Background: an optimization exercise with open tools, aiming at small area, a short achievable clock period and few clock cycles per item. Do not read the settings as production practice.
In this exercise RTL edits were held to simulation tests only and were not proved equivalent to the original.
No activity file was given, so power comes from the tool's default toggle rates.

### flow/flow/run.sh
#!/bin/bash
set -euo pipefail
export BUFFER_PORTS_ARGS="-buffer_cell sky130_fd_sc_hd__buf_1"
export CTS_ARGS="-sink_clustering_enable -repair_clock_nets -dont_use_dummy_load"
bash standard.sh > standard.log 2>&1
### flow/standard.sh
#!/bin/bash
# synth_recipe.tcl (not shown) runs the flow's synth.tcl, then flattens the netlist and writes it again
# the make line also repeats each setting of config.mk as NAME=value (left out here)
make -C /OpenROAD-flow-scripts/flow DESIGN_CONFIG=/design/flow/config.mk WORK_HOME=/design/flow/orfs CLKGATE_MAP_FILE= SYNTH_SCRIPT=/design/flow/synth_recipe.tcl "${@:-finish}"
### flow/config.mk
export PLATFORM = sky130hd
export DESIGN_NAME = si4464_rf_encoder
export DESIGN_NICKNAME = si4464_rf_encoder
export VERILOG_FILES = /design/flow/design.v
export SDC_FILE = /design/flow/constraint.sdc
export NUM_CORES = 4
export LEC_CHECK = 0
export CAP_MARGIN = 20
export CORE_MARGIN = 2
export CORE_UTILIZATION = 40
export PLACE_DENSITY = 0.6
export SLEW_MARGIN = 20
export SYNTH_HIERARCHICAL = 1
### flow/constraint.sdc
create_clock -name core_clock -period 70.0 [get_ports {clk}]
set_input_delay 14.0000 -clock core_clock [delete_from_list [all_inputs] [get_ports {clk}]]
set_output_delay 14.0000 -clock core_clock [all_outputs]
set_load 0.01 [all_outputs]
### flow/design.v
module si4464_rf_encoder #(
    parameter [31:0] FREQ_MIN_HZ    = 32'd400000000,
    parameter [31:0] FREQ_MAX_HZ    = 32'd406000000,
    parameter [31:0] BAND_MID_HZ    = 32'd403000000,
    parameter [7:0]  INT_LOW        = 8'd61,
    parameter [7:0]  INT_HIGH       = 8'd62,
    parameter [31:0] REF_DIVISOR_HZ = 32'd6500000,
    parameter [31:0] XTAL_FREQ_HZ   = 32'd26000000
) (
    input  wire        clk,
    input  wire        rst,         
    input  wire        in_valid,
    output wire        in_ready,
    input  wire [63:0] in_word,     
    input  wire [31:0] in_rb,       
    output reg         out_valid,
    input  wire        out_ready,
    output wire [3:0]  out_status,  
    output wire [2:0]  out_len,     
    output wire [39:0] out_data     
);
    wire [7:0]  opc     = in_word[63:56];
    wire        is_freq = (opc == 8'h11);
    wire        is_dr   = (opc == 8'h12) && (in_word[55:16] == 40'd0);
    wire [31:0] freq_hz = in_word[31:0];
    wire        in_band = (freq_hz >= FREQ_MIN_HZ) && (freq_hz <= FREQ_MAX_HZ);
    wire [1:0]  osr_sel  = in_rb[27:26];
    wire [25:0] nco_mode = in_rb[25:0];
    wire        q_nz = (nco_mode >= 26'd26000000);     
    wire        q2   = (nco_mode >= 26'd52000000);     
    reg  [1:0]  t_in;
    always @(*) begin
        case (osr_sel)
            2'd1:    t_in = q2 ? 2'd3 : 2'd2;
            2'd2:    t_in = q2 ? 2'd2 : 2'd1;
            default: t_in = q2 ? 2'd1 : 2'd0;
        endcase
    end
    wire [23:0] adj_in = opc[1] ? {21'd0, q_nz, t_in} : in_word[55:32];
    reg         s1_valid;
    reg         s1_freq, s1_dr, s1_band;
    reg  [21:0] s1_x;
    reg         s1_f27;
    reg  [23:0] s1_adj;
    wire [21:0] x   = s1_x;
    wire [21:0] xn  = ~x;
    wire        f27 = s1_f27;
    wire        low = !s1_f27 || (s1_x < 22'd346816);
    wire [23:0] adj = s1_adj;
    wire [15:0] bps   = s1_x[15:0];
    wire [1:0]  t     = s1_adj[1:0];
    wire [18:0] bps_t = {3'd0, bps} << t;
    wire [20:0] dr_a  = {bps_t, 2'b00};
    wire [18:0] dr_b  = bps_t;
    wire        sel_d = s1_dr && s1_adj[2];
    wire        sel_f = !s1_dr;
    wire ha0_s, ha0_c;
    si4464_ha u_ha0 (.a(x[19]), .b(x[17]), .s(ha0_s), .co(ha0_c));
    wire ha1_s, ha1_c;
    si4464_ha u_ha1 (.a(x[20]), .b(x[18]), .s(ha1_s), .co(ha1_c));
    wire ha2_s, ha2_c;
    si4464_ha u_ha2 (.a(x[21]), .b(x[19]), .s(ha2_s), .co(ha2_c));
    wire ha3_s, ha3_c;
    si4464_ha u_ha3 (.a(x[20]), .b(x[16]), .s(ha3_s), .co(ha3_c));
    wire ha4_s, ha4_c;
    si4464_ha u_ha4 (.a(x[21]), .b(x[16]), .s(ha4_s), .co(ha4_c));
    wire ha5_s, ha5_c;
    si4464_ha u_ha5 (.a(x[17]), .b(x[11]), .s(ha5_s), .co(ha5_c));
    wire ha6_s, ha6_c;
    si4464_ha u_ha6 (.a(x[19]), .b(x[13]), .s(ha6_s), .co(ha6_c));
    wire fa0_s, fa0_c;
    si4464_fa u_fa0 (.a(x[16]), .b(x[13]), .c(x[10]), .s(fa0_s), .co(fa0_c));
    wire fa1_s, fa1_c;
    si4464_fa u_fa1 (.a(x[17]), .b(x[14]), .c(x[11]), .s(fa1_s), .co(fa1_c));
    wire ha7_s, ha7_c;
    si4464_ha u_ha7 (.a(x[9]), .b(x[5]), .s(ha7_s), .co(ha7_c));
    wire fa2_s, fa2_c;
    si4464_fa u_fa2 (.a(x[18]), .b(x[15]), .c(x[12]), .s(fa2_s), .co(fa2_c));
    wire fa3_s, fa3_c;
    si4464_fa u_fa3 (.a(x[10]), .b(x[6]), .c(x[1]), .s(fa3_s), .co(fa3_c));
    wire ha8_s, ha8_c;
    assign ha8_s = !xn[4];
    assign ha8_c = xn[4];
    wire fa4_s, fa4_c;
    si4464_fa u_fa4 (.a(x[19]), .b(x[16]), .c(x[13]), .s(fa4_s), .co(fa4_c));
    wire fa5_s, fa5_c;
    si4464_fa u_fa5 (.a(x[11]), .b(x[7]), .c(x[2]), .s(fa5_s), .co(fa5_c));
    wire fa6_s, fa6_c;
    si4464_fa u_fa6 (.a(x[20]), .b(x[17]), .c(x[14]), .s(fa6_s), .co(fa6_c));
    wire fa7_s, fa7_c;
    si4464_fa u_fa7 (.a(x[12]), .b(x[8]), .c(x[3]), .s(fa7_s), .co(fa7_c));
    wire fa8_s, fa8_c;
    si4464_fa u_fa8 (.a(x[21]), .b(x[18]), .c(x[15]), .s(fa8_s), .co(fa8_c));
    wire fa9_s, fa9_c;
    si4464_fa u_fa9 (.a(x[13]), .b(x[9]), .c(x[4]), .s(fa9_s), .co(fa9_c));
    wire fa10_s, fa10_c;
    si4464_fa u_fa10 (.a(x[19]), .b(x[16]), .c(x[14]), .s(fa10_s), .co(fa10_c));
    wire fa11_s, fa11_c;
    si4464_fa u_fa11 (.a(x[10]), .b(x[5]), .c(f27), .s(fa11_s), .co(fa11_c));
    wire fa12_s, fa12_c;
    si4464_fa u_fa12 (.a(x[20]), .b(x[17]), .c(x[15]), .s(fa12_s), .co(fa12_c));
    wire fa13_s, fa13_c;
    si4464_fa u_fa13 (.a(x[11]), .b(x[6]), .c(x[0]), .s(fa13_s), .co(fa13_c));
    wire ha9_s, ha9_c;
    assign ha9_s = !xn[9];
    assign ha9_c = xn[9];
    wire fa14_s, fa14_c;
    si4464_fa u_fa14 (.a(x[21]), .b(x[18]), .c(x[16]), .s(fa14_s), .co(fa14_c));
    wire fa15_s, fa15_c;
    si4464_fa u_fa15 (.a(x[12]), .b(x[7]), .c(x[1]), .s(fa15_s), .co(fa15_c));
    wire fa16_s, fa16_c;
    assign fa16_s = !(xn[10] ^ xn[3]);
    assign fa16_c = xn[10] | xn[3];
    wire fa17_s, fa17_c;
    si4464_fa u_fa17 (.a(x[13]), .b(x[8]), .c(x[2]), .s(fa17_s), .co(fa17_c));
    wire fa18_s, fa18_c;
    assign fa18_s = !(x[0] ^ f27);
    assign fa18_c = x[0] | f27;
    wire fa19_s, fa19_c;
    si4464_fa u_fa19 (.a(xn[11]), .b(xn[4]), .c(ha0_s), .s(fa19_s), .co(fa19_c));
    wire fa20_s, fa20_c;
    si4464_fa u_fa20 (.a(x[14]), .b(x[9]), .c(x[3]), .s(fa20_s), .co(fa20_c));
    wire fa21_s, fa21_c;
    assign fa21_s = !(x[1] ^ xn[12]);
    assign fa21_c = x[1] | xn[12];
    wire fa22_s, fa22_c;
    si4464_fa u_fa22 (.a(xn[5]), .b(ha1_s), .c(ha0_c), .s(fa22_s), .co(fa22_c));
    wire fa23_s, fa23_c;
    si4464_fa u_fa23 (.a(x[15]), .b(x[10]), .c(x[4]), .s(fa23_s), .co(fa23_c));
    wire fa24_s, fa24_c;
    si4464_fa u_fa24 (.a(x[2]), .b(x[0]), .c(xn[13]), .s(fa24_s), .co(fa24_c));
    wire fa25_s, fa25_c;
    si4464_fa u_fa25 (.a(xn[6]), .b(ha2_s), .c(ha1_c), .s(fa25_s), .co(fa25_c));
    wire fa26_s, fa26_c;
    si4464_fa u_fa26 (.a(x[11]), .b(x[5]), .c(x[3]), .s(fa26_s), .co(fa26_c));
    wire fa27_s, fa27_c;
    si4464_fa u_fa27 (.a(x[1]), .b(f27), .c(xn[14]), .s(fa27_s), .co(fa27_c));
    wire fa28_s, fa28_c;
    si4464_fa u_fa28 (.a(xn[7]), .b(ha3_s), .c(ha2_c), .s(fa28_s), .co(fa28_c));
    wire fa29_s, fa29_c;
    si4464_fa u_fa29 (.a(x[21]), .b(x[17]), .c(x[12]), .s(fa29_s), .co(fa29_c));
    wire fa30_s, fa30_c;
    si4464_fa u_fa30 (.a(x[6]), .b(x[4]), .c(x[2]), .s(fa30_s), .co(fa30_c));
    wire fa31_s, fa31_c;
    si4464_fa u_fa31 (.a(xn[15]), .b(xn[8]), .c(ha3_c), .s(fa31_s), .co(fa31_c));
    wire fa32_s, fa32_c;
    si4464_fa u_fa32 (.a(x[18]), .b(x[13]), .c(x[7]), .s(fa32_s), .co(fa32_c));
    wire fa33_s, fa33_c;
    si4464_fa u_fa33 (.a(x[5]), .b(x[3]), .c(x[0]), .s(fa33_s), .co(fa33_c));
    wire fa34_s, fa34_c;
    si4464_fa u_fa34 (.a(f27), .b(xn[16]), .c(xn[9]), .s(fa34_s), .co(fa34_c));
    wire fa35_s, fa35_c;
    si4464_fa u_fa35 (.a(x[19]), .b(x[14]), .c(x[8]), .s(fa35_s), .co(fa35_c));
    wire fa36_s, fa36_c;
    si4464_fa u_fa36 (.a(x[6]), .b(x[4]), .c(x[1]), .s(fa36_s), .co(fa36_c));
    wire fa37_s, fa37_c;
    assign fa37_s = !(xn[17] ^ xn[10]);
    assign fa37_c = xn[17] | xn[10];
    wire fa38_s, fa38_c;
    si4464_fa u_fa38 (.a(x[20]), .b(x[15]), .c(x[9]), .s(fa38_s), .co(fa38_c));
    wire fa39_s, fa39_c;
    si4464_fa u_fa39 (.a(x[7]), .b(x[5]), .c(x[2]), .s(fa39_s), .co(fa39_c));
    wire fa40_s, fa40_c;
    si4464_fa u_fa40 (.a(x[0]), .b(xn[18]), .c(xn[11]), .s(fa40_s), .co(fa40_c));
    wire fa41_s, fa41_c;
    si4464_fa u_fa41 (.a(x[10]), .b(x[8]), .c(x[6]), .s(fa41_s), .co(fa41_c));
    wire fa42_s, fa42_c;
    assign fa42_s = !(x[3] ^ x[1]);
    assign fa42_c = x[3] | x[1];
    wire fa43_s, fa43_c;
    si4464_fa u_fa43 (.a(xn[19]), .b(xn[12]), .c(ha4_s), .s(fa43_s), .co(fa43_c));
    wire fa44_s, fa44_c;
    si4464_fa u_fa44 (.a(x[9]), .b(x[7]), .c(x[4]), .s(fa44_s), .co(fa44_c));
    wire fa45_s, fa45_c;
    si4464_fa u_fa45 (.a(x[2]), .b(f27), .c(xn[20]), .s(fa45_s), .co(fa45_c));
    wire fa46_s, fa46_c;
    si4464_fa u_fa46 (.a(xn[13]), .b(ha5_s), .c(ha4_c), .s(fa46_s), .co(fa46_c));
    wire fa47_s, fa47_c;
    si4464_fa u_fa47 (.a(x[18]), .b(x[12]), .c(x[10]), .s(fa47_s), .co(fa47_c));
    wire fa48_s, fa48_c;
    si4464_fa u_fa48 (.a(x[8]), .b(x[5]), .c(x[3]), .s(fa48_s), .co(fa48_c));
    wire fa49_s, fa49_c;
    si4464_fa u_fa49 (.a(xn[21]), .b(xn[14]), .c(ha5_c), .s(fa49_s), .co(fa49_c));
    wire fa50_s, fa50_c;
    si4464_fa u_fa50 (.a(x[11]), .b(x[9]), .c(x[6]), .s(fa50_s), .co(fa50_c));
    wire fa51_s, fa51_c;
    si4464_fa u_fa51 (.a(x[4]), .b(!f27), .c(adj[0]), .s(fa51_s), .co(fa51_c));
    wire fa52_s, fa52_c;
    assign fa52_s = !(xn[15] ^ ha6_s);
    assign fa52_c = xn[15] | ha6_s;
    wire fa53_s, fa53_c;
    si4464_fa u_fa53 (.a(x[20]), .b(x[14]), .c(x[12]), .s(fa53_s), .co(fa53_c));
    wire fa54_s, fa54_c;
    si4464_fa u_fa54 (.a(x[10]), .b(x[7]), .c(x[5]), .s(fa54_s), .co(fa54_c));
    wire fa55_s, fa55_c;
    si4464_fa u_fa55 (.a(adj[1]), .b(xn[16]), .c(ha6_c), .s(fa55_s), .co(fa55_c));
    wire fa56_s, fa56_c;
    si4464_fa u_fa56 (.a(x[21]), .b(x[15]), .c(x[13]), .s(fa56_s), .co(fa56_c));
    wire fa57_s, fa57_c;
    si4464_fa u_fa57 (.a(x[11]), .b(x[8]), .c(x[6]), .s(fa57_s), .co(fa57_c));
    wire ha10_s, ha10_c;
    si4464_ha u_ha10 (.a(adj[2]), .b(xn[17]), .s(ha10_s), .co(ha10_c));
    wire fa58_s, fa58_c;
    si4464_fa u_fa58 (.a(x[16]), .b(x[14]), .c(x[12]), .s(fa58_s), .co(fa58_c));
    wire fa59_s, fa59_c;
    si4464_fa u_fa59 (.a(x[9]), .b(x[7]), .c(f27), .s(fa59_s), .co(fa59_c));
    wire ha11_s, ha11_c;
    si4464_ha u_ha11 (.a(adj[3]), .b(xn[18]), .s(ha11_s), .co(ha11_c));
    wire fa60_s, fa60_c;
    si4464_fa u_fa60 (.a(x[17]), .b(x[15]), .c(x[13]), .s(fa60_s), .co(fa60_c));
    wire fa61_s, fa61_c;
    si4464_fa u_fa61 (.a(x[10]), .b(x[8]), .c(adj[4]), .s(fa61_s), .co(fa61_c));
    wire ha12_s, ha12_c;
    assign ha12_s = !xn[19];
    assign ha12_c = xn[19];
    wire fa62_s, fa62_c;
    si4464_fa u_fa62 (.a(x[18]), .b(x[16]), .c(x[14]), .s(fa62_s), .co(fa62_c));
    wire fa63_s, fa63_c;
    si4464_fa u_fa63 (.a(x[11]), .b(x[9]), .c(adj[5]), .s(fa63_s), .co(fa63_c));
    wire ha13_s, ha13_c;
    assign ha13_s = !xn[20];
    assign ha13_c = xn[20];
    wire fa64_s, fa64_c;
    si4464_fa u_fa64 (.a(x[19]), .b(x[17]), .c(x[15]), .s(fa64_s), .co(fa64_c));
    wire fa65_s, fa65_c;
    si4464_fa u_fa65 (.a(x[12]), .b(x[10]), .c(adj[6]), .s(fa65_s), .co(fa65_c));
    wire fa66_s, fa66_c;
    si4464_fa u_fa66 (.a(x[20]), .b(x[18]), .c(x[16]), .s(fa66_s), .co(fa66_c));
    wire ha14_s, ha14_c;
    si4464_ha u_ha14 (.a(x[13]), .b(x[11]), .s(ha14_s), .co(ha14_c));
    wire fa67_s, fa67_c;
    si4464_fa u_fa67 (.a(x[21]), .b(x[19]), .c(x[17]), .s(fa67_s), .co(fa67_c));
    wire ha15_s, ha15_c;
    si4464_ha u_ha15 (.a(x[20]), .b(x[18]), .s(ha15_s), .co(ha15_c));
    wire fa68_s, fa68_c;
    si4464_fa u_fa68 (.a(x[8]), .b(x[4]), .c(!f27), .s(fa68_s), .co(fa68_c));
    wire fa69_s, fa69_c;
    assign fa69_s = !(x[0] ^ xn[3]);
    assign fa69_c = x[0] | xn[3];
    wire ha16_s, ha16_c;
    si4464_ha u_ha16 (.a(ha7_s), .b(fa0_c), .s(ha16_s), .co(ha16_c));
    wire fa70_s, fa70_c;
    si4464_fa u_fa70 (.a(ha8_s), .b(ha7_c), .c(fa1_c), .s(fa70_s), .co(fa70_c));
    wire fa71_s, fa71_c;
    si4464_fa u_fa71 (.a(fa2_s), .b(fa3_s), .c(!low), .s(fa71_s), .co(fa71_c));
    wire fa72_s, fa72_c;
    si4464_fa u_fa72 (.a(xn[5]), .b(ha8_c), .c(fa2_c), .s(fa72_s), .co(fa72_c));
    wire fa73_s, fa73_c;
    si4464_fa u_fa73 (.a(fa3_c), .b(fa4_s), .c(fa5_s), .s(fa73_s), .co(fa73_c));
    wire fa74_s, fa74_c;
    assign fa74_s = !(xn[6] ^ fa4_c);
    assign fa74_c = xn[6] | fa4_c;
    wire fa75_s, fa75_c;
    si4464_fa u_fa75 (.a(fa5_c), .b(fa6_s), .c(fa7_s), .s(fa75_s), .co(fa75_c));
    wire fa76_s, fa76_c;
    si4464_fa u_fa76 (.a(xn[7]), .b(xn[0]), .c(fa6_c), .s(fa76_s), .co(fa76_c));
    wire fa77_s, fa77_c;
    si4464_fa u_fa77 (.a(fa7_c), .b(fa8_s), .c(fa9_s), .s(fa77_s), .co(fa77_c));
    wire fa78_s, fa78_c;
    si4464_fa u_fa78 (.a(xn[8]), .b(xn[1]), .c(fa8_c), .s(fa78_s), .co(fa78_c));
    wire fa79_s, fa79_c;
    si4464_fa u_fa79 (.a(fa9_c), .b(fa10_s), .c(fa11_s), .s(fa79_s), .co(fa79_c));
    wire fa80_s, fa80_c;
    si4464_fa u_fa80 (.a(xn[2]), .b(ha9_s), .c(fa10_c), .s(fa80_s), .co(fa80_c));
    wire fa81_s, fa81_c;
    si4464_fa u_fa81 (.a(fa11_c), .b(fa12_s), .c(fa13_s), .s(fa81_s), .co(fa81_c));
    wire fa82_s, fa82_c;
    si4464_fa u_fa82 (.a(ha9_c), .b(fa16_s), .c(fa12_c), .s(fa82_s), .co(fa82_c));
    wire fa83_s, fa83_c;
    si4464_fa u_fa83 (.a(fa13_c), .b(fa14_s), .c(fa15_s), .s(fa83_s), .co(fa83_c));
    wire fa84_s, fa84_c;
    si4464_fa u_fa84 (.a(fa18_s), .b(fa16_c), .c(fa14_c), .s(fa84_s), .co(fa84_c));
    wire fa85_s, fa85_c;
    si4464_fa u_fa85 (.a(fa15_c), .b(fa17_s), .c(fa19_s), .s(fa85_s), .co(fa85_c));
    wire fa86_s, fa86_c;
    si4464_fa u_fa86 (.a(fa18_c), .b(fa21_s), .c(fa17_c), .s(fa86_s), .co(fa86_c));
    wire fa87_s, fa87_c;
    si4464_fa u_fa87 (.a(fa20_s), .b(fa19_c), .c(fa22_s), .s(fa87_s), .co(fa87_c));
    wire fa88_s, fa88_c;
    si4464_fa u_fa88 (.a(fa21_c), .b(fa20_c), .c(fa23_s), .s(fa88_s), .co(fa88_c));
    wire fa89_s, fa89_c;
    si4464_fa u_fa89 (.a(fa24_s), .b(fa22_c), .c(fa25_s), .s(fa89_s), .co(fa89_c));
    wire fa90_s, fa90_c;
    si4464_fa u_fa90 (.a(fa23_c), .b(fa26_s), .c(fa24_c), .s(fa90_s), .co(fa90_c));
    wire fa91_s, fa91_c;
    si4464_fa u_fa91 (.a(fa27_s), .b(fa25_c), .c(fa28_s), .s(fa91_s), .co(fa91_c));
    wire fa92_s, fa92_c;
    si4464_fa u_fa92 (.a(fa26_c), .b(fa29_s), .c(fa30_s), .s(fa92_s), .co(fa92_c));
    wire fa93_s, fa93_c;
    si4464_fa u_fa93 (.a(fa27_c), .b(fa28_c), .c(fa31_s), .s(fa93_s), .co(fa93_c));
    wire fa94_s, fa94_c;
    si4464_fa u_fa94 (.a(fa29_c), .b(fa30_c), .c(fa32_s), .s(fa94_s), .co(fa94_c));
    wire fa95_s, fa95_c;
    si4464_fa u_fa95 (.a(fa33_s), .b(fa34_s), .c(fa31_c), .s(fa95_s), .co(fa95_c));
    wire fa96_s, fa96_c;
    si4464_fa u_fa96 (.a(fa37_s), .b(fa32_c), .c(fa33_c), .s(fa96_s), .co(fa96_c));
    wire fa97_s, fa97_c;
    si4464_fa u_fa97 (.a(fa35_s), .b(fa36_s), .c(fa34_c), .s(fa97_s), .co(fa97_c));
    wire fa98_s, fa98_c;
    si4464_fa u_fa98 (.a(fa37_c), .b(fa35_c), .c(fa36_c), .s(fa98_s), .co(fa98_c));
    wire fa99_s, fa99_c;
    si4464_fa u_fa99 (.a(fa38_s), .b(fa39_s), .c(fa40_s), .s(fa99_s), .co(fa99_c));
    wire fa100_s, fa100_c;
    si4464_fa u_fa100 (.a(fa42_s), .b(fa38_c), .c(fa39_c), .s(fa100_s), .co(fa100_c));
    wire fa101_s, fa101_c;
    si4464_fa u_fa101 (.a(fa41_s), .b(fa40_c), .c(fa43_s), .s(fa101_s), .co(fa101_c));
    wire fa102_s, fa102_c;
    si4464_fa u_fa102 (.a(fa42_c), .b(fa41_c), .c(fa44_s), .s(fa102_s), .co(fa102_c));
    wire fa103_s, fa103_c;
    si4464_fa u_fa103 (.a(fa45_s), .b(fa43_c), .c(fa46_s), .s(fa103_s), .co(fa103_c));
    wire fa104_s, fa104_c;
    si4464_fa u_fa104 (.a(fa44_c), .b(fa47_s), .c(fa48_s), .s(fa104_s), .co(fa104_c));
    wire fa105_s, fa105_c;
    si4464_fa u_fa105 (.a(fa45_c), .b(fa46_c), .c(fa49_s), .s(fa105_s), .co(fa105_c));
    wire fa106_s, fa106_c;
    si4464_fa u_fa106 (.a(fa47_c), .b(fa48_c), .c(fa50_s), .s(fa106_s), .co(fa106_c));
    wire fa107_s, fa107_c;
    si4464_fa u_fa107 (.a(fa51_s), .b(fa52_s), .c(fa49_c), .s(fa107_s), .co(fa107_c));
    wire fa108_s, fa108_c;
    si4464_fa u_fa108 (.a(fa50_c), .b(fa51_c), .c(fa53_s), .s(fa108_s), .co(fa108_c));
    wire fa109_s, fa109_c;
    si4464_fa u_fa109 (.a(fa54_s), .b(fa52_c), .c(fa55_s), .s(fa109_s), .co(fa109_c));
    wire fa110_s, fa110_c;
    si4464_fa u_fa110 (.a(ha10_s), .b(fa53_c), .c(fa54_c), .s(fa110_s), .co(fa110_c));
    wire fa111_s, fa111_c;
    si4464_fa u_fa111 (.a(fa56_s), .b(fa57_s), .c(fa55_c), .s(fa111_s), .co(fa111_c));
    wire fa112_s, fa112_c;
    si4464_fa u_fa112 (.a(ha11_s), .b(ha10_c), .c(fa56_c), .s(fa112_s), .co(fa112_c));
    wire fa113_s, fa113_c;
    si4464_fa u_fa113 (.a(fa57_c), .b(fa58_s), .c(fa59_s), .s(fa113_s), .co(fa113_c));
    wire fa114_s, fa114_c;
    si4464_fa u_fa114 (.a(ha12_s), .b(ha11_c), .c(fa58_c), .s(fa114_s), .co(fa114_c));
    wire fa115_s, fa115_c;
    si4464_fa u_fa115 (.a(fa59_c), .b(fa60_s), .c(fa61_s), .s(fa115_s), .co(fa115_c));
    wire fa116_s, fa116_c;
    si4464_fa u_fa116 (.a(ha12_c), .b(ha13_s), .c(fa60_c), .s(fa116_s), .co(fa116_c));
    wire fa117_s, fa117_c;
    si4464_fa u_fa117 (.a(fa61_c), .b(fa62_s), .c(fa63_s), .s(fa117_s), .co(fa117_c));
    wire fa118_s, fa118_c;
    si4464_fa u_fa118 (.a(xn[21]), .b(ha13_c), .c(fa62_c), .s(fa118_s), .co(fa118_c));
    wire fa119_s, fa119_c;
    si4464_fa u_fa119 (.a(fa63_c), .b(fa64_s), .c(fa65_s), .s(fa119_s), .co(fa119_c));
    wire fa120_s, fa120_c;
    si4464_fa u_fa120 (.a(!f27), .b(adj[7]), .c(ha14_s), .s(fa120_s), .co(fa120_c));
    wire fa121_s, fa121_c;
    si4464_fa u_fa121 (.a(fa64_c), .b(fa65_c), .c(fa66_s), .s(fa121_s), .co(fa121_c));
    wire fa122_s, fa122_c;
    si4464_fa u_fa122 (.a(x[14]), .b(x[12]), .c(adj[8]), .s(fa122_s), .co(fa122_c));
    wire fa123_s, fa123_c;
    si4464_fa u_fa123 (.a(ha14_c), .b(fa66_c), .c(fa67_s), .s(fa123_s), .co(fa123_c));
    wire fa124_s, fa124_c;
    si4464_fa u_fa124 (.a(x[15]), .b(x[13]), .c(f27), .s(fa124_s), .co(fa124_c));
    wire fa125_s, fa125_c;
    si4464_fa u_fa125 (.a(adj[9]), .b(ha15_s), .c(fa67_c), .s(fa125_s), .co(fa125_c));
    wire fa126_s, fa126_c;
    si4464_fa u_fa126 (.a(x[21]), .b(x[19]), .c(x[16]), .s(fa126_s), .co(fa126_c));
    wire fa127_s, fa127_c;
    si4464_fa u_fa127 (.a(x[14]), .b(adj[10]), .c(ha15_c), .s(fa127_s), .co(fa127_c));
    wire fa128_s, fa128_c;
    si4464_fa u_fa128 (.a(x[20]), .b(x[17]), .c(x[15]), .s(fa128_s), .co(fa128_c));
    wire fa129_s, fa129_c;
    assign fa129_s = !(f27 ^ adj[11]);
    assign fa129_c = f27 | adj[11];
    wire fa130_s, fa130_c;
    si4464_fa u_fa130 (.a(x[21]), .b(x[18]), .c(x[16]), .s(fa130_s), .co(fa130_c));
    wire fa131_s, fa131_c;
    si4464_fa u_fa131 (.a(x[19]), .b(x[17]), .c(f27), .s(fa131_s), .co(fa131_c));
    wire ha17_s, ha17_c;
    si4464_ha u_ha17 (.a(x[20]), .b(x[18]), .s(ha17_s), .co(ha17_c));
    wire ha18_s, ha18_c;
    assign ha18_s = !xn[2];
    assign ha18_c = xn[2];
    wire fa132_s, fa132_c;
    si4464_fa u_fa132 (.a(fa69_s), .b(fa68_c), .c(fa1_s), .s(fa132_s), .co(fa132_c));
    wire fa133_s, fa133_c;
    si4464_fa u_fa133 (.a(fa69_c), .b(ha16_c), .c(fa70_s), .s(fa133_s), .co(fa133_c));
    wire fa134_s, fa134_c;
    si4464_fa u_fa134 (.a(fa70_c), .b(fa72_s), .c(fa73_s), .s(fa134_s), .co(fa134_c));
    wire fa135_s, fa135_c;
    si4464_fa u_fa135 (.a(fa74_s), .b(fa72_c), .c(fa73_c), .s(fa135_s), .co(fa135_c));
    wire fa136_s, fa136_c;
    si4464_fa u_fa136 (.a(fa74_c), .b(fa76_s), .c(fa75_c), .s(fa136_s), .co(fa136_c));
    wire fa137_s, fa137_c;
    si4464_fa u_fa137 (.a(fa76_c), .b(fa78_s), .c(fa77_c), .s(fa137_s), .co(fa137_c));
    wire fa138_s, fa138_c;
    si4464_fa u_fa138 (.a(fa78_c), .b(fa80_s), .c(fa79_c), .s(fa138_s), .co(fa138_c));
    wire fa139_s, fa139_c;
    si4464_fa u_fa139 (.a(fa80_c), .b(fa82_s), .c(fa81_c), .s(fa139_s), .co(fa139_c));
    wire fa140_s, fa140_c;
    si4464_fa u_fa140 (.a(fa82_c), .b(fa84_s), .c(fa83_c), .s(fa140_s), .co(fa140_c));
    wire fa141_s, fa141_c;
    si4464_fa u_fa141 (.a(fa84_c), .b(fa86_s), .c(fa85_c), .s(fa141_s), .co(fa141_c));
    wire fa142_s, fa142_c;
    si4464_fa u_fa142 (.a(fa86_c), .b(fa88_s), .c(fa87_c), .s(fa142_s), .co(fa142_c));
    wire fa143_s, fa143_c;
    si4464_fa u_fa143 (.a(fa88_c), .b(fa90_s), .c(fa89_c), .s(fa143_s), .co(fa143_c));
    wire fa144_s, fa144_c;
    si4464_fa u_fa144 (.a(fa92_s), .b(fa90_c), .c(fa91_c), .s(fa144_s), .co(fa144_c));
    wire fa145_s, fa145_c;
    si4464_fa u_fa145 (.a(fa92_c), .b(fa94_s), .c(fa95_s), .s(fa145_s), .co(fa145_c));
    wire fa146_s, fa146_c;
    si4464_fa u_fa146 (.a(fa96_s), .b(fa94_c), .c(fa97_s), .s(fa146_s), .co(fa146_c));
    wire fa147_s, fa147_c;
    si4464_fa u_fa147 (.a(fa96_c), .b(fa98_s), .c(fa97_c), .s(fa147_s), .co(fa147_c));
    wire fa148_s, fa148_c;
    si4464_fa u_fa148 (.a(fa98_c), .b(fa100_s), .c(fa99_c), .s(fa148_s), .co(fa148_c));
    wire fa149_s, fa149_c;
    si4464_fa u_fa149 (.a(fa100_c), .b(fa102_s), .c(fa101_c), .s(fa149_s), .co(fa149_c));
    wire fa150_s, fa150_c;
    si4464_fa u_fa150 (.a(fa102_c), .b(fa104_s), .c(fa103_c), .s(fa150_s), .co(fa150_c));
    wire fa151_s, fa151_c;
    si4464_fa u_fa151 (.a(fa104_c), .b(fa106_s), .c(fa107_s), .s(fa151_s), .co(fa151_c));
    wire fa152_s, fa152_c;
    si4464_fa u_fa152 (.a(fa106_c), .b(fa108_s), .c(fa107_c), .s(fa152_s), .co(fa152_c));
    wire fa153_s, fa153_c;
    si4464_fa u_fa153 (.a(fa110_s), .b(fa108_c), .c(fa111_s), .s(fa153_s), .co(fa153_c));
    wire fa154_s, fa154_c;
    si4464_fa u_fa154 (.a(fa110_c), .b(fa112_s), .c(fa113_s), .s(fa154_s), .co(fa154_c));
    wire fa155_s, fa155_c;
    si4464_fa u_fa155 (.a(fa112_c), .b(fa114_s), .c(fa113_c), .s(fa155_s), .co(fa155_c));
    wire fa156_s, fa156_c;
    si4464_fa u_fa156 (.a(fa114_c), .b(fa116_s), .c(fa115_c), .s(fa156_s), .co(fa156_c));
    wire fa157_s, fa157_c;
    si4464_fa u_fa157 (.a(fa116_c), .b(fa118_s), .c(fa117_c), .s(fa157_s), .co(fa157_c));
    wire fa158_s, fa158_c;
    si4464_fa u_fa158 (.a(fa120_s), .b(fa118_c), .c(fa119_c), .s(fa158_s), .co(fa158_c));
    wire fa159_s, fa159_c;
    si4464_fa u_fa159 (.a(fa122_s), .b(fa120_c), .c(fa121_c), .s(fa159_s), .co(fa159_c));
    wire fa160_s, fa160_c;
    si4464_fa u_fa160 (.a(fa122_c), .b(fa124_s), .c(fa125_s), .s(fa160_s), .co(fa160_c));
    wire fa161_s, fa161_c;
    si4464_fa u_fa161 (.a(fa124_c), .b(fa126_s), .c(fa127_s), .s(fa161_s), .co(fa161_c));
    wire fa162_s, fa162_c;
    si4464_fa u_fa162 (.a(fa129_s), .b(fa126_c), .c(fa128_s), .s(fa162_s), .co(fa162_c));
    wire fa163_s, fa163_c;
    si4464_fa u_fa163 (.a(adj[12]), .b(fa129_c), .c(fa128_c), .s(fa163_s), .co(fa163_c));
    wire fa164_s, fa164_c;
    assign fa164_s = !(adj[13] ^ fa130_c);
    assign fa164_c = adj[13] | fa130_c;
    wire fa165_s, fa165_c;
    assign fa165_s = !(adj[14] ^ ha17_s);
    assign fa165_c = adj[14] | ha17_s;
    wire fa166_s, fa166_c;
    si4464_fa u_fa166 (.a(x[21]), .b(x[19]), .c(adj[15]), .s(fa166_s), .co(fa166_c));
    wire ha19_s, ha19_c;
    si4464_ha u_ha19 (.a(x[20]), .b(f27), .s(ha19_s), .co(ha19_c));
    wire ha20_s, ha20_c;
    si4464_ha u_ha20 (.a(x[21]), .b(adj[17]), .s(ha20_s), .co(ha20_c));
    wire ha21_s, ha21_c;
    si4464_ha u_ha21 (.a(ha18_s), .b(fa68_s), .s(ha21_s), .co(ha21_c));
    wire fa167_s, fa167_c;
    si4464_fa u_fa167 (.a(ha18_c), .b(ha16_s), .c(fa132_s), .s(fa167_s), .co(fa167_c));
    wire fa168_s, fa168_c;
    si4464_fa u_fa168 (.a(fa132_c), .b(fa71_s), .c(fa133_s), .s(fa168_s), .co(fa168_c));
    wire fa169_s, fa169_c;
    si4464_fa u_fa169 (.a(fa71_c), .b(fa133_c), .c(fa134_s), .s(fa169_s), .co(fa169_c));
    wire fa170_s, fa170_c;
    si4464_fa u_fa170 (.a(fa75_s), .b(fa135_s), .c(fa134_c), .s(fa170_s), .co(fa170_c));
    wire fa171_s, fa171_c;
    si4464_fa u_fa171 (.a(fa77_s), .b(fa135_c), .c(fa136_s), .s(fa171_s), .co(fa171_c));
    wire fa172_s, fa172_c;
    si4464_fa u_fa172 (.a(fa79_s), .b(fa136_c), .c(fa137_s), .s(fa172_s), .co(fa172_c));
    wire fa173_s, fa173_c;
    si4464_fa u_fa173 (.a(fa81_s), .b(fa137_c), .c(fa138_s), .s(fa173_s), .co(fa173_c));
    wire fa174_s, fa174_c;
    si4464_fa u_fa174 (.a(fa83_s), .b(fa138_c), .c(fa139_s), .s(fa174_s), .co(fa174_c));
    wire fa175_s, fa175_c;
    si4464_fa u_fa175 (.a(fa85_s), .b(fa139_c), .c(fa140_s), .s(fa175_s), .co(fa175_c));
    wire fa176_s, fa176_c;
    si4464_fa u_fa176 (.a(fa87_s), .b(fa140_c), .c(fa141_s), .s(fa176_s), .co(fa176_c));
    wire fa177_s, fa177_c;
    si4464_fa u_fa177 (.a(fa89_s), .b(fa141_c), .c(fa142_s), .s(fa177_s), .co(fa177_c));
    wire fa178_s, fa178_c;
    si4464_fa u_fa178 (.a(fa91_s), .b(fa142_c), .c(fa143_s), .s(fa178_s), .co(fa178_c));
    wire fa179_s, fa179_c;
    si4464_fa u_fa179 (.a(fa93_s), .b(fa143_c), .c(fa144_s), .s(fa179_s), .co(fa179_c));
    wire fa180_s, fa180_c;
    si4464_fa u_fa180 (.a(fa93_c), .b(fa144_c), .c(fa145_s), .s(fa180_s), .co(fa180_c));
    wire fa181_s, fa181_c;
    si4464_fa u_fa181 (.a(fa95_c), .b(fa146_s), .c(fa145_c), .s(fa181_s), .co(fa181_c));
    wire fa182_s, fa182_c;
    si4464_fa u_fa182 (.a(fa99_s), .b(fa147_s), .c(fa146_c), .s(fa182_s), .co(fa182_c));
    wire fa183_s, fa183_c;
    si4464_fa u_fa183 (.a(fa101_s), .b(fa147_c), .c(fa148_s), .s(fa183_s), .co(fa183_c));
    wire fa184_s, fa184_c;
    si4464_fa u_fa184 (.a(fa103_s), .b(fa148_c), .c(fa149_s), .s(fa184_s), .co(fa184_c));
    wire fa185_s, fa185_c;
    si4464_fa u_fa185 (.a(fa105_s), .b(fa149_c), .c(fa150_s), .s(fa185_s), .co(fa185_c));
    wire fa186_s, fa186_c;
    si4464_fa u_fa186 (.a(fa105_c), .b(fa150_c), .c(fa151_s), .s(fa186_s), .co(fa186_c));
    wire fa187_s, fa187_c;
    si4464_fa u_fa187 (.a(fa109_s), .b(fa152_s), .c(fa151_c), .s(fa187_s), .co(fa187_c));
    wire fa188_s, fa188_c;
    si4464_fa u_fa188 (.a(fa109_c), .b(fa152_c), .c(fa153_s), .s(fa188_s), .co(fa188_c));
    wire fa189_s, fa189_c;
    si4464_fa u_fa189 (.a(fa111_c), .b(fa154_s), .c(fa153_c), .s(fa189_s), .co(fa189_c));
    wire fa190_s, fa190_c;
    si4464_fa u_fa190 (.a(fa115_s), .b(fa155_s), .c(fa154_c), .s(fa190_s), .co(fa190_c));
    wire fa191_s, fa191_c;
    si4464_fa u_fa191 (.a(fa117_s), .b(fa155_c), .c(fa156_s), .s(fa191_s), .co(fa191_c));
    wire fa192_s, fa192_c;
    si4464_fa u_fa192 (.a(fa119_s), .b(fa156_c), .c(fa157_s), .s(fa192_s), .co(fa192_c));
    wire fa193_s, fa193_c;
    si4464_fa u_fa193 (.a(fa121_s), .b(fa157_c), .c(fa158_s), .s(fa193_s), .co(fa193_c));
    wire fa194_s, fa194_c;
    si4464_fa u_fa194 (.a(fa123_s), .b(fa158_c), .c(fa159_s), .s(fa194_s), .co(fa194_c));
    wire fa195_s, fa195_c;
    si4464_fa u_fa195 (.a(fa123_c), .b(fa159_c), .c(fa160_s), .s(fa195_s), .co(fa195_c));
    wire fa196_s, fa196_c;
    si4464_fa u_fa196 (.a(fa125_c), .b(fa161_s), .c(fa160_c), .s(fa196_s), .co(fa196_c));
    wire fa197_s, fa197_c;
    si4464_fa u_fa197 (.a(fa127_c), .b(fa162_s), .c(fa161_c), .s(fa197_s), .co(fa197_c));
    wire fa198_s, fa198_c;
    si4464_fa u_fa198 (.a(fa130_s), .b(fa163_s), .c(fa162_c), .s(fa198_s), .co(fa198_c));
    wire fa199_s, fa199_c;
    si4464_fa u_fa199 (.a(fa131_s), .b(fa164_s), .c(fa163_c), .s(fa199_s), .co(fa199_c));
    wire fa200_s, fa200_c;
    si4464_fa u_fa200 (.a(fa131_c), .b(fa165_s), .c(fa164_c), .s(fa200_s), .co(fa200_c));
    wire fa201_s, fa201_c;
    si4464_fa u_fa201 (.a(ha17_c), .b(fa166_s), .c(fa165_c), .s(fa201_s), .co(fa201_c));
    wire fa202_s, fa202_c;
    si4464_fa u_fa202 (.a(adj[16]), .b(ha19_s), .c(fa166_c), .s(fa202_s), .co(fa202_c));
    wire fa203_s, fa203_c;
    assign fa203_s = !(ha20_s ^ ha19_c);
    assign fa203_c = ha20_s | ha19_c;
    wire fa204_s, fa204_c;
    si4464_fa u_fa204 (.a(f27), .b(adj[18]), .c(ha20_c), .s(fa204_s), .co(fa204_c));
    wire fa205_s, fa205_c;
    assign fa205_s = !(adj[19] ^ low);
    assign fa205_c = adj[19] | low;
    wire ha22_s, ha22_c;
    assign ha22_s = !adj[20];
    assign ha22_c = adj[20];
    wire ha23_s, ha23_c;
    assign ha23_s = !adj[21];
    assign ha23_c = adj[21];
    wire ha24_s, ha24_c;
    assign ha24_s = !adj[22];
    assign ha24_c = adj[22];
    wire g0 = ha21_s & fa0_s;
    wire p0 = ha21_s | fa0_s;
    wire g1 = fa167_s & ha21_c;
    wire p1 = fa167_s | ha21_c;
    wire g2 = fa168_s & fa167_c;
    wire p2 = fa168_s | fa167_c;
    wire g3 = fa169_s & fa168_c;
    wire p3 = fa169_s | fa168_c;
    wire g4 = fa170_s & fa169_c;
    wire p4 = fa170_s | fa169_c;
    wire g5 = fa171_s & fa170_c;
    wire p5 = fa171_s | fa170_c;
    wire g6 = fa172_s & fa171_c;
    wire p6 = fa172_s | fa171_c;
    wire g7 = fa173_s & fa172_c;
    wire p7 = fa173_s | fa172_c;
    wire g8 = fa174_s & fa173_c;
    wire p8 = fa174_s | fa173_c;
    wire g9 = fa175_s & fa174_c;
    wire p9 = fa175_s | fa174_c;
    wire g10 = fa176_s & fa175_c;
    wire p10 = fa176_s | fa175_c;
    wire g11 = fa177_s & fa176_c;
    wire p11 = fa177_s | fa176_c;
    wire g12 = fa178_s & fa177_c;
    wire p12 = fa178_s | fa177_c;
    wire g13 = fa179_s & fa178_c;
    wire p13 = fa179_s | fa178_c;
    wire g14 = fa180_s & fa179_c;
    wire p14 = fa180_s | fa179_c;
    wire g15 = fa181_s & fa180_c;
    wire p15 = fa181_s | fa180_c;
    wire g16 = fa182_s & fa181_c;
    wire p16 = fa182_s | fa181_c;
    wire g17 = fa183_s & fa182_c;
    wire p17 = fa183_s | fa182_c;
    wire g18 = fa184_s & fa183_c;
    wire p18 = fa184_s | fa183_c;
    wire g19 = fa185_s & fa184_c;
    wire p19 = fa185_s | fa184_c;
    wire a20 = (sel_f & fa186_s) | (sel_d & dr_a[0]);
    wire b20 = (sel_f & fa185_c) | (sel_d & dr_b[0]);
    wire a21 = (sel_f & fa187_s) | (sel_d & dr_a[1]);
    wire b21 = (sel_f & fa186_c) | (sel_d & dr_b[1]);
    wire a22 = (sel_f & fa188_s) | (sel_d & dr_a[2]);
    wire b22 = (sel_f & fa187_c) | (sel_d & dr_b[2]);
    wire a23 = (sel_f & fa189_s) | (sel_d & dr_a[3]);
    wire b23 = (sel_f & fa188_c) | (sel_d & dr_b[3]);
    wire a24 = (sel_f & fa190_s) | (sel_d & dr_a[4]);
    wire b24 = (sel_f & fa189_c) | (sel_d & dr_b[4]);
    wire a25 = (sel_f & fa191_s) | (sel_d & dr_a[5]);
    wire b25 = (sel_f & fa190_c) | (sel_d & dr_b[5]);
    wire a26 = (sel_f & fa192_s) | (sel_d & dr_a[6]);
    wire b26 = (sel_f & fa191_c) | (sel_d & dr_b[6]);
    wire a27 = (sel_f & fa193_s) | (sel_d & dr_a[7]);
    wire b27 = (sel_f & fa192_c) | (sel_d & dr_b[7]);
    wire a28 = (sel_f & fa194_s) | (sel_d & dr_a[8]);
    wire b28 = (sel_f & fa193_c) | (sel_d & dr_b[8]);
    wire a29 = (sel_f & fa195_s) | (sel_d & dr_a[9]);
    wire b29 = (sel_f & fa194_c) | (sel_d & dr_b[9]);
    wire a30 = (sel_f & fa196_s) | (sel_d & dr_a[10]);
    wire b30 = (sel_f & fa195_c) | (sel_d & dr_b[10]);
    wire a31 = (sel_f & fa197_s) | (sel_d & dr_a[11]);
    wire b31 = (sel_f & fa196_c) | (sel_d & dr_b[11]);
    wire a32 = (sel_f & fa198_s) | (sel_d & dr_a[12]);
    wire b32 = (sel_f & fa197_c) | (sel_d & dr_b[12]);
    wire a33 = (sel_f & fa199_s) | (sel_d & dr_a[13]);
    wire b33 = (sel_f & fa198_c) | (sel_d & dr_b[13]);
    wire a34 = (sel_f & fa200_s) | (sel_d & dr_a[14]);
    wire b34 = (sel_f & fa199_c) | (sel_d & dr_b[14]);
    wire a35 = (sel_f & fa201_s) | (sel_d & dr_a[15]);
    wire b35 = (sel_f & fa200_c) | (sel_d & dr_b[15]);
    wire a36 = (sel_f & fa202_s) | (sel_d & dr_a[16]);
    wire b36 = (sel_f & fa201_c) | (sel_d & dr_b[16]);
    wire a37 = (sel_f & fa203_s) | (sel_d & dr_a[17]);
    wire b37 = (sel_f & fa202_c) | (sel_d & dr_b[17]);
    wire a38 = (sel_f & fa204_s) | (sel_d & dr_a[18]);
    wire b38 = (sel_f & fa203_c) | (sel_d & dr_b[18]);
    wire a39 = (sel_f & fa205_s) | (sel_d & dr_a[19]);
    wire b39 = (sel_f & fa204_c) | (sel_d & 1'b0);
    wire a40 = (sel_f & ha22_s) | (sel_d & dr_a[20]);
    wire b40 = (sel_f & fa205_c) | (sel_d & 1'b0);
    wire a41 = (sel_f & ha23_s) | (sel_d & 1'b0);
    wire b41 = (sel_f & ha22_c) | (sel_d & 1'b0);
    wire a42 = ha24_s;
    wire b42 = ha23_c;
    wire a43 = !adj[23];
    wire b43 = ha24_c;
    wire a44 = 1'b1;
    wire b44 = 1'b0;
    wire m0_g = g1 | (p1 & g0);
    wire m1_g = g2 | (p2 & m0_g);
    wire m2_g = g4 | (p4 & g3);
    wire m2_p = p4 & p3;
    wire m3_g = m2_g | (m2_p & m1_g);
    wire m4_g = g6 | (p6 & g5);
    wire m4_p = p6 & p5;
    wire m5_g = g7 | (p7 & m4_g);
    wire m5_p = p7 & m4_p;
    wire m6_g = g9 | (p9 & g8);
    wire m6_p = p9 & p8;
    wire m7_g = m6_g | (m6_p & m5_g);
    wire m7_p = m6_p & m5_p;
    wire m8_g = m7_g | (m7_p & m3_g);
    wire m9_g = g11 | (p11 & g10);
    wire m9_p = p11 & p10;
    wire m10_g = g12 | (p12 & m9_g);
    wire m10_p = p12 & m9_p;
    wire m11_g = g14 | (p14 & g13);
    wire m11_p = p14 & p13;
    wire m12_g = m11_g | (m11_p & m10_g);
    wire m12_p = m11_p & m10_p;
    wire m13_g = g16 | (p16 & g15);
    wire m13_p = p16 & p15;
    wire m14_g = g17 | (p17 & m13_g);
    wire m14_p = p17 & m13_p;
    wire m15_g = g19 | (p19 & g18);
    wire m15_p = p19 & p18;
    wire m16_g = m15_g | (m15_p & m14_g);
    wire m16_p = m15_p & m14_p;
    wire m17_g = m16_g | (m16_p & m12_g);
    wire m17_p = m16_p & m12_p;
    wire m18_g = m17_g | (m17_p & m8_g);
    wire c20 = sel_f & m18_g;
    wire s20, c21;
    si4464_fa u_r20 (.a(a20), .b(b20), .c(c20), .s(s20), .co(c21));
    wire s21, c22;
    si4464_fa u_r21 (.a(a21), .b(b21), .c(c21), .s(s21), .co(c22));
    wire s22, c23;
    si4464_fa u_r22 (.a(a22), .b(b22), .c(c22), .s(s22), .co(c23));
    wire s23, c24;
    si4464_fa u_r23 (.a(a23), .b(b23), .c(c23), .s(s23), .co(c24));
    wire s24, c25;
    si4464_fa u_r24 (.a(a24), .b(b24), .c(c24), .s(s24), .co(c25));
    wire s25, c26;
    si4464_fa u_r25 (.a(a25), .b(b25), .c(c25), .s(s25), .co(c26));
    wire s26, c27;
    si4464_fa u_r26 (.a(a26), .b(b26), .c(c26), .s(s26), .co(c27));
    wire s27, c28;
    si4464_fa u_r27 (.a(a27), .b(b27), .c(c27), .s(s27), .co(c28));
    wire s28, c29;
    si4464_fa u_r28 (.a(a28), .b(b28), .c(c28), .s(s28), .co(c29));
    wire s29, c30;
    si4464_fa u_r29 (.a(a29), .b(b29), .c(c29), .s(s29), .co(c30));
    wire s30, c31;
    si4464_fa u_r30 (.a(a30), .b(b30), .c(c30), .s(s30), .co(c31));
    wire s31, c32;
    si4464_fa u_r31 (.a(a31), .b(b31), .c(c31), .s(s31), .co(c32));
    wire s32, c33;
    si4464_fa u_r32 (.a(a32), .b(b32), .c(c32), .s(s32), .co(c33));
    wire s33, c34;
    si4464_fa u_r33 (.a(a33), .b(b33), .c(c33), .s(s33), .co(c34));
    wire s34, c35;
    si4464_fa u_r34 (.a(a34), .b(b34), .c(c34), .s(s34), .co(c35));
    wire s35, c36;
    si4464_fa u_r35 (.a(a35), .b(b35), .c(c35), .s(s35), .co(c36));
    wire s36, c37;
    si4464_fa u_r36 (.a(a36), .b(b36), .c(c36), .s(s36), .co(c37));
    wire s37, c38;
    si4464_fa u_r37 (.a(a37), .b(b37), .c(c37), .s(s37), .co(c38));
    wire s38, c39;
    si4464_fa u_r38 (.a(a38), .b(b38), .c(c38), .s(s38), .co(c39));
    wire s39, c40;
    si4464_fa u_r39 (.a(a39), .b(b39), .c(c39), .s(s39), .co(c40));
    wire s40, c41;
    si4464_fa u_r40 (.a(a40), .b(b40), .c(c40), .s(s40), .co(c41));
    wire s41, c42;
    si4464_fa u_r41 (.a(a41), .b(b41), .c(c41), .s(s41), .co(c42));
    wire s42, c43;
    si4464_fa u_r42 (.a(a42), .b(b42), .c(c42), .s(s42), .co(c43));
    wire s43, c44;
    si4464_fa u_r43 (.a(a43), .b(b43), .c(c43), .s(s43), .co(c44));
    wire s44 = a44 ^ b44 ^ c44;
    wire [24:0] sum = {s44, s43, s42, s41, s40, s39, s38, s37, s36, s35, s34, s33, s32, s31, s30, s29, s28, s27, s26, s25, s24, s23, s22, s21, s20};
    wire        f_ok = s1_freq && s1_band && !sum[24];
    wire [1:0]  res_kind = f_ok ? 2'd0 : s1_dr ? 2'd1 : s1_freq ? 2'd2 : 2'd3;
    wire [26:0] res = {res_kind, !low, sum[23:0]};
    reg [26:0] h, k;
    reg        h_fok, h_nfok, h_dok, h_ndok, h_ok, h_fbad, h_ill;
    reg        k_valid, in_rdy;
    assign in_ready = in_rdy;
    wire take   = out_valid && out_ready;
    wire accept = in_valid && in_rdy;
    wire full   = out_valid && k_valid;
    wire move   = s1_valid && !full;        
    wire s1_en  = !(s1_valid && full);      
    wire h_en   = !out_valid || take;
    wire s1_valid_nx = s1_en ? accept : 1'b1;
    wire out_valid_nx = h_en ? (k_valid || move) : 1'b1;
    wire k_valid_nx = k_valid ? !take : (move && out_valid && !take);
    always @(posedge clk) begin
        if (rst) begin
            s1_valid  <= 1'b0;
            out_valid <= 1'b0;
            k_valid   <= 1'b0;
            in_rdy    <= 1'b1;
        end else begin
            s1_valid  <= s1_valid_nx;
            out_valid <= out_valid_nx;
            k_valid   <= k_valid_nx;
            in_rdy    <= !(s1_valid_nx && out_valid_nx && k_valid_nx);
        end
    end
    always @(posedge clk) begin
        if (s1_en) begin
            s1_freq <= is_freq;
            s1_dr   <= is_dr;
            s1_band <= in_band;
            s1_x    <= freq_hz[21:0];
            s1_f27  <= freq_hz[27];
            s1_adj  <= adj_in;
        end
    end
    wire [26:0] h_src  = k_valid ? k : res;
    wire [1:0]  h_kind = h_src[26:25];
    always @(posedge clk) begin
        if (!k_valid) k <= res;
        if (h_en) begin
            h      <= h_src;
            h_fok  <= (h_kind == 2'd0);
            h_nfok <= (h_kind != 2'd0);
            h_dok  <= (h_kind == 2'd1);
            h_ndok <= (h_kind != 2'd1);
            h_ok   <= !h_kind[1];
            h_fbad <= (h_kind == 2'd2);
            h_ill  <= (h_kind == 2'd3);
        end
    end
    wire        r_nhi  = h[24];
    wire [23:0] v      = h[23:0];
    assign out_status = {h_ill, h_ill, h_fbad, !h_ok};
    assign out_len    = {h_fok, h_dok, h_ok};
    assign out_data[39:32] = {1'b0, h_dok && v[21], h_fok || (h_dok && v[20]),
                              h_fok || (h_dok && v[19]), h_fok || (h_dok && v[18]),
                              h_fok || (h_dok && v[17]), h_dok && v[16],
                              (h_fok && r_nhi) || (h_dok && v[15])};
    assign out_data[31:24] = h_dok ? v[14:7] : 8'd0;
    assign out_data[23:16] = (h_fok ? v[23:16] : 8'd0) | (!h_ndok ? {v[6:0], 1'b0} : 8'd0);
    assign out_data[15:0]  = !h_nfok ? v[15:0] : 16'd0;
endmodule
module si4464_fa (input wire a, input wire b, input wire c,
                  output wire s, output wire co);
    assign s  = a ^ b ^ c;
    assign co = (a & b) | (a & c) | (b & c);
endmodule
module si4464_ha (input wire a, input wire b, output wire s, output wire co);
    assign s  = a ^ b;
    assign co = a & b;
endmodule
==> metrics.yaml, run 1 <==
layout:
  mostFrequentLayoutCell: "fa_1"
  area_growth_pct: 13.3
  design_area_um2: 11800
  fin_nets: 1308
  drive_gt1_frac: 0.0731
  final_cell_mix: "fa_1 (217), buf_1 (136), inv_1 (109)"
  n_antenna_cell: 0
grt:
  grt_pass1_wl_mm: 37.2
  gr-usage-met1: 0.271
  gr-max-usage-layer: "met2"
  grt_use_met3: 0.0380
  grt_usage: 0.184
  met2_usage: 0.282
  overflow: 0
  antenna_found_initial: 0
  first_global_vias: 6779
  grt_max_degree: 52
floorplan:
  start_util: 0.403
  coreArea_um2: 25800
  die_w_um: 165
  rows: 59
  io_pins: 149
  dieArea_um2: 27300
  die_h_um: 165
placement:
  place_area_um2: 11400
  routabilityCongestion: 0.858
  portBuffers: 136
  dp_hpwl_mm: 18.8
sta:
  clock_skew_ns: 0.0222
  finalCriticalPeriod_ns: 15.52
  fin_hold_ws_ns: 0.471
  fin_tns_setup_ns: 0
  rsz0062_at_grt: "false"
  setup_viol_count_final: 0
  drv_slew: 0
  slew_headroom: 0.371
  worst_pin_slew_ns: 0.944
  period_share: 0.222
  hold_viol_final: 0
  fmax_mhz: 64.4
cts:
  numCtsBuffers: 17
  insertion_delay_ns: 0.41
  cts_root_buffer: "clkbuf_16"
  ctsResizeCount: 0
  cts_sinks: 113
  cts_tree: "yes"
  clk_path_buf_depth: 2
  cts.reportedPaths.clkPinSlew_ns: 0.04
  hold_buffers: 0
  post_cts.repair.setup_buffers: 0
  cts_max_level: 4
route:
  drt-initial-drc-count: 355
  ant_nets: 0
  vias: 6597
  avgRoutedWirePerCell_um: 18.4
  routed_via_density: 5.11
  firstDrtPassIters: 6
  drc_errors: 0
  wl_mm: 23.8
setup_path:
  cp_max_fo: 5
  cp.arrival_ns: 15.77
  cp-end-kind: "flip-flop"
  critPathMaxStageDelay_ns: 0.34
  crit_path_top_delay_cell: "o41ai_1"
  crit_path_start_kind: "input pin"
  cp_top_family: "compound AO/OA/AOI/OAI gates"
  cp_data_required_time_ns: 70.25
  crit_buf_inv: 1
  criticalPathCategory: "input pin to flip-flop"
  cp_cell_sequence: "buf_1, nor4b_1, a41oi_1, o41ai_1, a21oi_1, o41ai_1, and3_1"
  path_common_cell: "o41ai_1"
yosys:
  synth_cell_types: 56
  synth_ff_type: "edfxtp_1"
  syn_area_per_cell_um2: 12.9
  postSynthCellCount: 809
  yosysTopAreaCellShare: 0.417
  syn_nets: 1158
  synth-seq-cells: 113
  synth_edf_count: 82
  yosys_warnings: 7
  synth.cell_area_um2: 10400
  ys_top_cells_by_area: "fa_1 (42%), edfxtp_1 (24%), dfxtp_1 (6.0%), inv_1 (3.9%), ha_1 (3.8%)"
  seq_area_frac_synth: 0.296
  synth-async-reset-ratio: 0
  synth.largest_area_cell: "fa_1"
power:
  ir_drop_v: 0.0000181
  p_leak_uw: 0.00466
  powerDensity_nw_per_um2: 33.8
run_status:
  outcome: "timing/DRC/antenna clean"
min_path:
  hold_path.class: "flip-flop to flip-flop"
flow_run:
  drv_cap: 0
-- through the flow --
| step | total power [µW] | setup slack (ns) | util | instances |
|---|---|---|---|---|
| 4_1_cts | 403 | 54.49 | 0.457 | 1292 |
| 5_1_grt | 440 | 54.09 | 0.457 | 1292 |
| 6_report | 399 | 54.48 | 0.457 | 1292 |
| 3_5_place_dp | 336 | 54.10 | 0.440 | 1275 |
| 3_3_place_gp | 332 | 54.10 | 0.440 | 1275 |
| 2_1_floorplan | 272 | 54.74 | - | 809 |
-- worst reg2reg max path, delay by kind of cell (launching register included) --
kind	cells	cell delay, ns
DFF	1	0.84
buffers and inverters	3	0.55
and+or+nand+nor	2	0.31
adders and majority gates	31	12.23
AOI/OAI and AO/OA	4	1.00
-- synth_stat cells (all sizes together), types with 10 or more instances --
library cell / n
o22a: 14
o21ai: 56
inv: 109
fa: 217
and2: 12
mux2i: 13
a21oi: 18
dfxtp: 31
buf: 10
ha: 32
mux2: 25
nand2: 24
nor2: 24
nor2b: 34
clkbuf: 15
edfxtp: 82
-- state kept, by name, indices dropped and copies added, names as in the netlist --
signal     count
s1_f27         1
in_rdy         1
h_nfok         1
h_ndok         1
s1_freq        1
k             27
s1_adj        24
h_dok          1
s1_x          22
h_ok           1
s1_band        1
h_fok          1
out_valid      1
h_ill          1
k_valid        1
s1_valid       1
h             25
h_fbad         1
s1_dr          1
-- path summary, 6_finish.rpt --
| path | start | endpoint | slack, ns | cells after the start |
|---|---|---|---|---|
| hold / removal | k[22]$_DFF_P_ | k[22]$_DFF_P_ | 0.47 | 1 |
| setup reg to reg | s1_f27$_DFFE_PN_ | h_dok$_DFFE_PP_ | 54.84 | 40 |
| setup / recovery | in_word[27] | s1_band$_DFFE_PN_ | 54.48 | 7 |
| hold reg to reg | k[22]$_DFF_P_ | k[22]$_DFF_P_ | 0.47 | 1 |
-- per-module statistics from Yosys, one instance, submodules excluded --
module	flip-flops and latches	cell area, µm²
si4464_rf_encoder	113	5860
si4464_fa	0	20.0
si4464_ha	0	12.5
-- per-layer routing --
metal,part of all wire,vias to the layer above
li1,-,3009
met1,0.47,3317
met2,0.45,250
met3,0.063,21
met4,0.011,0
met5,0,-
-- cells by family after synthesis --
family,count (synthesis),synth area share
adder cells (fa/ha/maj),253,0.460
AND/OR/NAND/NOR,139,0.0731
buffers and inverters,134,0.0509
AO/OA/AOI/OAI,131,0.0801
flip-flops,113,0.296
multiplexers,38,0.0395
other,1,0.000360
-- power by group --
group	internal [µW]	switching, µW	leakage, µW
sequential	101	7.85	0.00115
clock	41.6	24.2	0.000209
combinational	108	116	0.00330
total	251	148	0.00466
-- area by class of cell --
| class | count | area, µm² |
|---|---|---|
| clock buffer | 17 | 425 |
| inverter | 109 | 409 |
| tap | 335 | 419 |
| fill | 2377 | 14000 |
| sequential | 113 | 3080 |
| timing repair buffer | 156 | 661 |
| multi-input combinational | 562 | 6800 |
Testbench counts, summed over its fixed seeds: cycles 16,016, items 16,000.
==> run 2, diff against run 1 <==
==> flow/flow/run.sh (replaced) <==
#!/bin/bash
set -euo pipefail
export BUFFER_PORTS_ARGS="-buffer_cell sky130_fd_sc_hd__buf_1"
export CTS_ARGS="-sink_clustering_enable -repair_clock_nets -dont_use_dummy_load -buf_list sky130_fd_sc_hd__clkbuf_8 -root_buf sky130_fd_sc_hd__clkbuf_16"
bash standard.sh > standard.log 2>&1
==> run 2 against run 1 <==
Fmax decreased by 0.26%. Worst setup slack worse by 0.041 ns. Sequential share of layout area is 0.41 points higher. Still clean on timing, DRC and antenna.
==> metrics.yaml, run 2 <==
yosys:
  yosys_warnings: 7
  synth-async-reset-ratio: 0
  syn_nets: 1158
  syn_area_per_cell_um2: 12.9
  synth-seq-cells: 113
  ys_top_cells_by_area: "fa_1 (42%), edfxtp_1 (24%), dfxtp_1 (6.0%), inv_1 (3.9%), ha_1 (3.8%)"
  seq_area_frac_synth: 0.296
  yosysTopAreaCellShare: 0.417
  synth_cell_types: 56
  synth.largest_area_cell: "fa_1"
  synth_ff_type: "edfxtp_1"
  synth_edf_count: 82
  synth_commonest_cells: "fa_1 (217), inv_1 (109), edfxtp_1 (82), o21ai_0 (56), nor2b_1 (34)"
  synth.cell_area_um2: 10400
  yosysMostFrequentCell: "fa_1"
  postSynthCellCount: 809
layout:
  top_regs: "k (27), h (25), s1_adj (24)"
  fillers: 2397
  seqCellArea_um2: 3080
  drive_gt1_frac: 0.0731
  final_cell_mix: "fa_1 (217), buf_1 (136), inv_1 (109)"
  regMostFlops: "k"
  largest_reg_flops: 27
  area_growth_pct: 11.6
  multi_input_area_um2: 6800
  design_area_um2: 11600
  fin_nets: 1308
  mostFrequentLayoutCell: "fa_1"
  fin_cells: 1292
  n_antenna_cell: 0
sta:
  setup_viol_count_final: 0
  fin_tns_setup_ns: 0
  period_share: 0.222
  rsz0062_at_grt: "false"
  clock_skew_ns: 0.0339
  fin_hold_ws_ns: 0.472
  drv_slew: 0
  hold_viol_final: 0
  worst_pin_slew_ns: 0.937
  finalCriticalPeriod_ns: 15.56
  fmax_mhz: 64.3
  slew_headroom: 0.375
setup_path:
  cp_max_fo: 5
  crit_path_start_kind: "input pin"
  cp.arrival_ns: 15.76
  criticalPathCategory: "input pin to flip-flop"
  rrSetupSlack_ns: 54.84
  cp-end-kind: "flip-flop"
  cp_data_required_time_ns: 70.20
placement:
  place_area_um2: 11400
  dp_hpwl_mm: 18.8
  place_inst: 1275
  routabilityCongestion: 0.858
  portBuffers: 136
cts:
  cts_root_buffer: "clkbuf_16"
  cts_tree: "yes"
  cts_sinks: 113
  numCtsBuffers: 17
  clk_path_buf_depth: 2
  ctsResizeCount: 0
  hold_buffers: 0
  cts.reportedPaths.clkPinSlew_ns: 0.05
  post_cts.repair.setup_buffers: 0
  cts_max_level: 4
  insertion_delay_ns: 0.37
floorplan:
  coreArea_um2: 25800
  io_pins: 149
  die_w_um: 165
  rows: 59
  dieArea_um2: 27300
  die_h_um: 165
  start_util: 0.403
route:
  wl_mm: 23.8
  drc_errors: 0
  ant_nets: 0
  avgRoutedWirePerCell_um: 18.4
  drt-initial-drc-count: 373
  firstDrtPassIters: 4
  vias: 6572
  routed_via_density: 5.09
power:
  powerDensity_nw_per_um2: 32.4
  power.total_uw: 377
  p_leak_uw: 0.00458
  ir_drop_v: 0.0000170
grt:
  antenna_found_initial: 0
  overflow: 0
  first_global_vias: 6768
  grt_usage: 0.184
  grt_max_degree: 52
  grt_pass1_wl_mm: 37.2
min_path:
  hold_path.class: "flip-flop to flip-flop"
flow_run:
  drv_cap: 0
run_status:
  outcome: "timing/DRC/antenna clean"
[run 2: cell count changes in the layout (fill, tap and decap cells not counted)]
cell / change
clkbuf_16: -16
clkbuf_8: +16
[run 2: per-stage QoR]
stage / utilization / worst slack (ns)
3_5_place_dp: 0.440 / 54.10
5_1_grt: 0.450 / 54.10
6_report: 0.450 / 54.44
3_3_place_gp: 0.440 / 54.10
2_1_floorplan: - / 54.74
4_1_cts: 0.450 / 54.43
[run 2: routing by layer]
metal  vias up  track usage  wire [µm]
met3        20       0.0447       1540
met5         -            0          0
met1      3294        0.269      11300
met2       244        0.282      10800
met4         0       0.0384        242
li1       3014            -          -
[run 2: Yosys stat by module, one instance, submodules excluded]
module             cells inside  cell area (µm²)  copies in the design  flops+latches
si4464_ha                     1             12.5                    17              0
si4464_fa                     1             20.0                   217              0
si4464_rf_encoder           575             5860                     1            113
[run 2: power by group]
group          switching (µW)  internal [µW]  leakage, µW
Clock                    21.1           22.6     0.000127
Sequential               7.93            101      0.00115
Combinational             116            108      0.00330
[run 2: final timing paths]
path                    startpoint           endpoint  cells after the start
setup reg to reg  s1_f27$_DFFE_PN_    h_fok$_DFFE_PP_                     42
hold / removal       k[22]$_DFF_P_      k[22]$_DFF_P_                      1
setup / recovery       in_word[27]  s1_band$_DFFE_PN_                      7
hold reg to reg      k[22]$_DFF_P_      k[22]$_DFF_P_                      1
[run 2: layout make-up]
| class | instances | area share |
|---|---|---|
| multi-input cells | 562 | 0.585 |
| well taps | 335 | 0.0361 |
| inverters | 109 | 0.0352 |
| repair buffers | 156 | 0.0568 |
| clock buffers | 17 | 0.0211 |
| flip-flops and latches | 113 | 0.265 |
[run 2: logic make-up (layout without fill, tap and decap cells)]
kind of cell	count (synthesis)	after routing	share of synthesized area
fa+ha+maj	253	253	0.460
simple gates	139	139	0.0731
buf+inv	134	282	0.0509
compound gates	131	131	0.0801
flops	113	113	0.296
mux	38	38	0.0395
other cells	1	1	0.000360
[run 2: critical path: stages]
cell     delay (ns)
buf_1          0.28
nor4b_1        0.30
a41oi_1        0.17
o41ai_1        0.31
a21oi_1        0.14
o41ai_1        0.33
and3_1         0.22

port drivers added, routing unchanged:
The results above use ideal ports. As a check the final layouts listed here were re-extracted and re-timed, cells and wires unchanged.
Step 1 (the two cells are an assumption about what drives the block):
set clk [get_ports {clk}]
set_driving_cell -lib_cell sky130_fd_sc_hd__clkbuf_16 $clk
set_driving_cell -lib_cell sky130_fd_sc_hd__buf_2 [delete_from_list [all_inputs] $clk]
Step 2 adds t to the input delays and takes it off the output delays; t is the mean of the earliest and latest rising clock arrival at the registers after step 1. Input paths then give back, and output paths get back, about the clock's delay inside the block.
a / b / c = ideal ports / drivers / drivers and shift; a / b = the first two.
run | t, ns | setup WS [ns] | hold slack, ns | worst setup path at the end | clock arrival spread, ns
run 1 | 0.441 | 54.481 / 54.503 / 54.062 | 0.471 / 0.471 / 0.471 | input to register | 0.023 / 0.022
run 2 | 0.393 | 54.440 / 54.463 / 54.070 | 0.472 / 0.472 / 0.472 | input to register | 0.034 / 0.034
After both steps every run listed still meets setup and hold. The setup slack of run 1, which loses most, moves by +0.022 ns with the drivers and by -0.419 ns with both steps.
